This design comes from an exercise in tuning for small area on the open sky130 flow, not from production work. Only simulation tests tie the RTL to the original design; equivalence was not proved. No activity file was given, so power comes from the tool's default toggle rates.

==> flow/design.v <==
module irds_bindlist #(
    parameter CAP = 16
) (
    input  wire        clk,
    input  wire        rst,
    input  wire        wr_en,
    input  wire        wr_wild,
    input  wire [7:0]  wr_code,
    input  wire        wr_present,
    input  wire [15:0] wr_handle,
    output wire        full,
    input  wire [7:0]  key,
    output reg         found,
    output reg         found_present,
    output reg  [3:0]  found_idx,
    input  wire [CAP-1:0] rd_sel,
    output reg  [15:0]    rd_handle
);
    reg [4:0]  count;
    reg        wild;
    reg [3:0]  wpos;
    reg [7:0]  code    [0:CAP-1];
    reg        present [0:CAP-1];
    reg [15:0] handle  [0:CAP-1];
    assign full      = count[4];
    always @(posedge clk) begin
        if (rst) begin
            count <= 5'd0;
            wild  <= 1'b0;
        end else if (wr_en) begin
            count <= count + 5'd1;
            if (wr_wild && !wild) begin
                wild <= 1'b1;
                wpos <= count[3:0];
            end
        end
    end
    always @(posedge clk) begin
        if (wr_en) begin
            code[count[3:0]]    <= wr_code;
            present[count[3:0]] <= wr_present;
            handle[count[3:0]]  <= wr_handle;
        end
    end
    integer j;
    always @(*) begin
        rd_handle = 16'd0;
        for (j = 0; j < CAP; j = j + 1)
            rd_handle = rd_handle | (handle[j] & {16{rd_sel[j]}});
    end
    integer i;
    always @(*) begin
        found         = 1'b0;
        found_present = 1'b0;
        found_idx     = 4'd0;
        for (i = CAP - 1; i >= 0; i = i - 1) begin
            if (i < count && (code[i] == key || (wild && wpos == i))) begin
                found         = 1'b1;
                found_present = present[i];
                found_idx     = i;
            end
        end
    end
endmodule
module irds_cbfifo #(
    parameter CAP = 16,
    parameter W   = 5
) (
    input  wire         clk,
    input  wire         rst,
    input  wire         push0,
    input  wire [W-1:0] data0,
    input  wire         push1,
    input  wire [W-1:0] data1,
    input  wire         pop,
    output wire         valid,
    output reg  [W-1:0] head,
    output wire [4:0]   count
);
    reg [W-1:0] mem [0:CAP-1];
    reg [4:0]   rd_ptr;
    reg [4:0]   wr_ptr;
    wire [4:0]  cnt = wr_ptr - rd_ptr;
    assign count = cnt;
    assign valid = (wr_ptr != rd_ptr);
    wire [CAP-1:0] rd_dec = {{(CAP-1){1'b0}}, 1'b1} << rd_ptr[3:0];
    integer k;
    always @(*) begin
        head = {W{1'b0}};
        for (k = 0; k < CAP; k = k + 1)
            head = head | (mem[k] & {W{rd_dec[k]}});
    end
    wire do_pop = pop && valid;
    always @(posedge clk) begin
        if (rst) begin
            rd_ptr <= 5'd0;
            wr_ptr <= 5'd0;
        end else begin
            if (do_pop)
                rd_ptr <= rd_ptr + 5'd1;
            wr_ptr <= wr_ptr + {4'd0, push0} + {4'd0, push1};
        end
    end
    wire         first  = push0 || push1;
    wire [W-1:0] data_a = push0 ? data0 : data1;    
    wire [W-1:0] d_even = wr_ptr[0] ? data1 : data_a;
    wire [W-1:0] d_odd  = wr_ptr[0] ? data_a : data1;
    wire [CAP-1:0] wr_dec = {{(CAP-1){1'b0}}, 1'b1} << wr_ptr[3:0];
    integer i;
    always @(posedge clk) begin
        for (i = 0; i < CAP; i = i + 1)
            if ((first && wr_dec[i]) || (push0 && push1 && wr_dec[(i + CAP - 1) % CAP]))
                mem[i] <= (i % 2) ? d_odd : d_even;
    end
endmodule
module irds_ir (
    input  wire        clk,
    input  wire        rst,
    input  wire        ev_valid,
    input  wire [2:0]  ev_op,
    input  wire [31:0] ev_data,
    input  wire [31:0] now_ms,
    output wire        cb_valid,
    output wire [15:0] cb_handle,
    input  wire        cb_ready,
    output reg         conn,
    output reg         proto,
    output wire [2:0]  fault_cause,
    output wire [5:0]  bits,
    output reg  [15:0] addr,
    output reg  [15:0] cmdf,
    output reg         newdg,
    output reg         ac_valid,
    output reg  [7:0]  ac_code
);
    localparam OP_NOP       = 3'd0;
    localparam OP_PULSE     = 3'd1;
    localparam OP_EDGE_MARK = 3'd2;
    localparam OP_EDGE_SPC  = 3'd3;
    localparam OP_CONNECT   = 3'd4;
    localparam OP_BUTTON    = 3'd5;
    localparam OP_QUERY     = 3'd6;
    localparam OP_RCHECK    = 3'd7;
    localparam [14:0] T_BIT1   = 15'd1600;
    localparam [14:0] T_REPEAT = 15'd2700;
    localparam [14:0] T_START  = 15'd12500;
    localparam [31:0] REPEAT_TIMEOUT_MS = 32'd120;
    localparam        CB_CAP = 16;
    reg        f_ins;
    reg        f_bind;
    assign fault_cause = {f_bind, 1'b0, f_ins};
    reg [4:0]  nbits;
    assign bits = {1'b0, nbits};
    reg [30:0] sreg;
    reg [13:0] mark;
    reg [31:0] deadline;
    wire ok         = ev_valid && !f_ins && !f_bind;
    wire pulse_path = ok && conn;
    wire        is_pulse = pulse_path && (ev_op == OP_PULSE || ev_op == OP_EDGE_SPC);
    wire        d_big    = |ev_data[31:14];
    wire [14:0] d_low    = {1'b0, ev_data[13:0]} + {1'b0, (ev_op[1] ? mark : 14'd0)};
    wire c_bit    = !d_big && (d_low < T_REPEAT);
    wire c_bitval = d_low >= T_BIT1;
    wire c_repeat = !d_big && (d_low >= T_REPEAT) && (d_low < T_START);
    wire [4:0] nb1     = nbits + 5'd1;
    wire       in_addr = (nbits < 5'd8);            
    wire       jump    = in_addr && proto && c_bitval;
    wire       last    = (nbits == 5'd31);          
    wire got_bit    = is_pulse && c_bit;
    wire got_dgram  = got_bit && last;
    wire got_repeat = is_pulse && c_repeat;
    wire [7:0] new_code = sreg[14:7];
    wire       bind_op      = ok && (ev_op == OP_BUTTON);
    wire       bind_wild    = ev_data[8];
    wire       bind_kind    = ev_data[9];
    wire       bind_present = ev_data[10];
    wire       bind_legal   = !ev_data[8] || (ev_data[7:0] == 8'd0);
    wire       prs_full, rel_full;
    wire       bind_full    = bind_kind ? rel_full : prs_full;
    wire       bind_wr      = bind_op && bind_legal && !bind_full;
    wire        prs_found, prs_present;
    wire [3:0]  prs_idx;
    wire        rel_found, rel_present;
    wire [3:0]  rel_idx;
    wire [4:0]  cb_head;
    wire [15:0] prs_rd, rel_rd;
    wire [15:0] prs_sel, rel_sel;
    irds_bindlist u_pressed (
        .clk(clk), .rst(rst),
        .wr_en(bind_wr && !bind_kind), .wr_wild(bind_wild), .wr_code(ev_data[7:0]),
        .wr_present(bind_present), .wr_handle(ev_data[31:16]),
        .full(prs_full),
        .key(new_code),
        .found(prs_found), .found_present(prs_present), .found_idx(prs_idx),
        .rd_sel(prs_sel), .rd_handle(prs_rd)
    );
    irds_bindlist u_released (
        .clk(clk), .rst(rst),
        .wr_en(bind_wr && bind_kind), .wr_wild(bind_wild), .wr_code(ev_data[7:0]),
        .wr_present(bind_present), .wr_handle(ev_data[31:16]),
        .full(rel_full),
        .key(ac_code),
        .found(rel_found), .found_present(rel_present), .found_idx(rel_idx),
        .rd_sel(rel_sel), .rd_handle(rel_rd)
    );
    wire [15:0] head_dec = 16'd1 << cb_head[3:0];
    assign prs_sel = cb_head[4] ? 16'd0 : head_dec;
    assign rel_sel = cb_head[4] ? head_dec : 16'd0;
    assign cb_handle = prs_rd | rel_rd;
    wire [4:0] cb_count;
    wire       change    = got_dgram && !(ac_valid && ac_code == new_code);
    wire       rchk      = pulse_path && (ev_op == OP_RCHECK);
    wire       timeout   = rchk && ac_valid && (now_ms > deadline);
    wire want_rel = ((change && ac_valid) || timeout) && rel_found && rel_present;
    wire want_prs = change && prs_found && prs_present;
    wire rel_fits = !cb_count[4];
    wire prs_fits = want_rel ? (cb_count < CB_CAP - 1) : !cb_count[4];
    wire rel_ovf  = want_rel && !rel_fits;
    wire prs_ovf  = want_prs && !rel_ovf && !prs_fits;
    wire ins_ovf  = rel_ovf || prs_ovf;
    wire push_rel = want_rel && rel_fits;
    wire push_prs = want_prs && !ins_ovf;
    irds_cbfifo #(.CAP(CB_CAP), .W(5)) u_cbq (
        .clk(clk), .rst(rst),
        .push0(push_rel), .data0({1'b1, rel_idx}),
        .push1(push_prs), .data1({1'b0, prs_idx}),
        .pop(cb_ready),
        .valid(cb_valid), .head(cb_head), .count(cb_count)
    );
    always @(posedge clk) begin
        if (got_bit) begin
            sreg <= {sreg[29:0], c_bitval};
            if (jump)
                sreg[8:1] <= 8'd0;
        end
        if (got_dgram || got_repeat)
            deadline <= now_ms + REPEAT_TIMEOUT_MS;
        if (ok && ev_op == OP_CONNECT && !conn)
            mark <= 14'd0;
        if (pulse_path && ev_op == OP_EDGE_MARK)
            mark <= d_big ? 14'h3FFF : ev_data[13:0];
    end
    always @(posedge clk) begin
        if (rst) begin
            conn     <= 1'b0;
            proto    <= 1'b0;
            f_ins    <= 1'b0;
            f_bind   <= 1'b0;
            nbits    <= 5'd0;
            addr     <= 16'd0;
            cmdf     <= 16'd0;
            newdg    <= 1'b0;
            ac_valid <= 1'b0;
            ac_code  <= 8'd0;
        end else if (ok) begin
            case (ev_op)
                OP_CONNECT: begin
                    if (!conn) begin
                        conn  <= 1'b1;
                        proto <= ev_data[0];
                    end
                end
                OP_BUTTON: begin
                    if (bind_legal && bind_full)
                        f_bind <= 1'b1;
                end
                OP_QUERY: begin
                    newdg <= 1'b0;
                end
                OP_RCHECK: begin
                    if (timeout) begin
                        if (rel_ovf) begin
                            f_ins <= 1'b1;
                        end else begin
                            ac_valid <= 1'b0;
                            ac_code  <= 8'd0;
                            nbits    <= 5'd0;
                        end
                    end
                end
                default: ;
            endcase
            if (is_pulse) begin
                if (c_bit)
                    nbits <= last ? 5'd0 : jump ? 5'd9 : nb1;
                else
                    nbits <= 5'd0;
                if (got_dgram) begin
                    addr  <= sreg[30:15];
                    cmdf  <= {sreg[14:0], c_bitval};
                    newdg <= 1'b1;
                end
                if (change) begin
                    if (ins_ovf) begin
                        f_ins <= 1'b1;
                    end else begin
                        ac_valid <= 1'b1;
                        ac_code  <= new_code;
                    end
                end
            end
        end
    end
endmodule
clock: 10.0 ns
lec_check: 0
cap_margin: 20
core_margin: 2
core_utilization: 60
cts_buf_list: sky130_fd_sc_hd__clkbuf_4
cts_cluster_diameter: 40
cts_cluster_size: 10
place_density: 0.7
slew_margin: 20
standard.sh (not shown) runs the stock make flow with config.mk's settings and CLKGATE_MAP_FILE= SYNTH_SCRIPT=/design/flow/synth_recipe.tcl, a recipe that flattens the netlist after the stock synthesis.
==> flow/flow/run.sh <==
#!/bin/bash
# The standard layout (standard.sh) with these changes:
#  - synthesis maps the combinational logic with an area-oriented ABC script
#    (flow/abc_speed.script) in place of ORFS's delay-oriented one;
#  - clock tree synthesis inserts no dummy loads;
#  - the port buffers are the smallest buffer, buf_1 (repair may resize them).
# Everything else is ORFS's own scripts and the standard flow's config.mk.
set -euo pipefail
W=$PWD
rm -rf "$W/scripts_alt"
cp -r "$FLOW_HOME/scripts" "$W/scripts_alt"
cp "$W/flow/abc_speed.script" "$W/scripts_alt/abc_speed.script"
export SCRIPTS_DIR="$W/scripts_alt"
export BUFFER_PORTS_ARGS="-inputs -outputs -buffer_cell sky130_fd_sc_hd__buf_1"
export CTS_ARGS="-sink_clustering_enable -repair_clock_nets -sink_clustering_size 10 -sink_clustering_max_diameter 40 -buf_list sky130_fd_sc_hd__clkbuf_4 -dont_use_dummy_load"
bash "$W/standard.sh" > "$W/standard.log" 2>&1
==> flow/flow/abc_speed.script <==
&get -n
&st
&syn2
&dch -f
&nf -p -R 1000
&st
&syn3
&dch -f
&nf -p -R 1000
&st
&syn2
&dch -f
&nf -p -R 1000
&put
topo
stime -c
dnsize -c
==> next run, changes <==
--- a/flow/design.v
+++ b/flow/design.v
@@ -76,42 +76,44 @@
     output wire         valid,
     output reg  [W-1:0] head,
     output wire [4:0]   count
 );
     reg [W-1:0] mem [0:CAP-1];
-    reg [4:0]   rd_ptr;
-    reg [4:0]   wr_ptr;
-    wire [4:0]  cnt = wr_ptr - rd_ptr;
+    reg [3:0]   rd_ptr;
+    reg [3:0]   wr_ptr;
+    reg [4:0]   cnt;
     assign count = cnt;
-    assign valid = (wr_ptr != rd_ptr);
-    wire [CAP-1:0] rd_dec = {{(CAP-1){1'b0}}, 1'b1} << rd_ptr[3:0];
+    assign valid = (cnt != 5'd0);
+    wire [CAP-1:0] rd_dec = {{(CAP-1){1'b0}}, 1'b1} << rd_ptr;
     integer k;
     always @(*) begin
         head = {W{1'b0}};
         for (k = 0; k < CAP; k = k + 1)
             head = head | (mem[k] & {W{rd_dec[k]}});
     end
     wire do_pop = pop && valid;
     always @(posedge clk) begin
         if (rst) begin
-            rd_ptr <= 5'd0;
-            wr_ptr <= 5'd0;
+            rd_ptr <= 4'd0;
+            wr_ptr <= 4'd0;
+            cnt    <= 5'd0;
         end else begin
             if (do_pop)
-                rd_ptr <= rd_ptr + 5'd1;
-            wr_ptr <= wr_ptr + {4'd0, push0} + {4'd0, push1};
+                rd_ptr <= rd_ptr + 4'd1;
+            wr_ptr <= wr_ptr + {3'd0, push0} + {3'd0, push1};
+            cnt    <= cnt + {4'd0, push0} + {4'd0, push1} - {4'd0, do_pop};
         end
     end
     wire         first  = push0 || push1;
     wire [W-1:0] data_a = push0 ? data0 : data1;    
     wire [W-1:0] d_even = wr_ptr[0] ? data1 : data_a;
     wire [W-1:0] d_odd  = wr_ptr[0] ? data_a : data1;
-    wire [CAP-1:0] wr_dec = {{(CAP-1){1'b0}}, 1'b1} << wr_ptr[3:0];
+    wire [3:0]   wr_ptr1 = wr_ptr + 4'd1;
     integer i;
     always @(posedge clk) begin
         for (i = 0; i < CAP; i = i + 1)
-            if ((first && wr_dec[i]) || (push0 && push1 && wr_dec[(i + CAP - 1) % CAP]))
+            if ((first && wr_ptr == i) || (push0 && push1 && wr_ptr1 == i))
                 mem[i] <= (i % 2) ? d_odd : d_even;
     end
 endmodule
 module irds_ir (
     input  wire        clk,
After rerunning:
- The new run ran to the end with no violations
- critical path depth fell by 2
- total power rose by 2.3%
- routed wire length rose by about 0.9%
- clock power stays flat
- global-route usage rose by 0.20 points

-- separate check: timing with driven ports --
Ports are ideal in the flow. The routed layouts listed here were re-timed in OpenROAD.
Step 1 sets driving cells, clkbuf_16 on the clock port and buf_2 on the other inputs (assumed; they add their load-dependent delay and slew).
Step 2 adds t to the input delays and takes it off the output delays; t is the mean of the earliest and latest rising clock arrival at the registers after step 1. Input paths then give back, and output paths get back, about the clock's delay inside the block.
a / b / c = ideal ports / drivers / drivers and shift; a / b = the first two.
| run | shift t [ns] | setup WS [ns] | latest minus earliest clock arrival (ns) | worst register clock-pin slew, ns |
|---|---|---|---|---|
| the first run | 1.042 | 1.485 / 1.421 / 0.916 | 0.133 / 0.133 | 0.11 / 0.11 |
| the second run | 1.061 | 1.786 / 1.724 / 0.848 | 0.131 / 0.130 | 0.11 / 0.11 |
After both steps setup and hold are still met in every run listed. The setup slack of the second run, which loses most, moves by -0.062 ns with the drivers and by -0.938 ns with both steps.
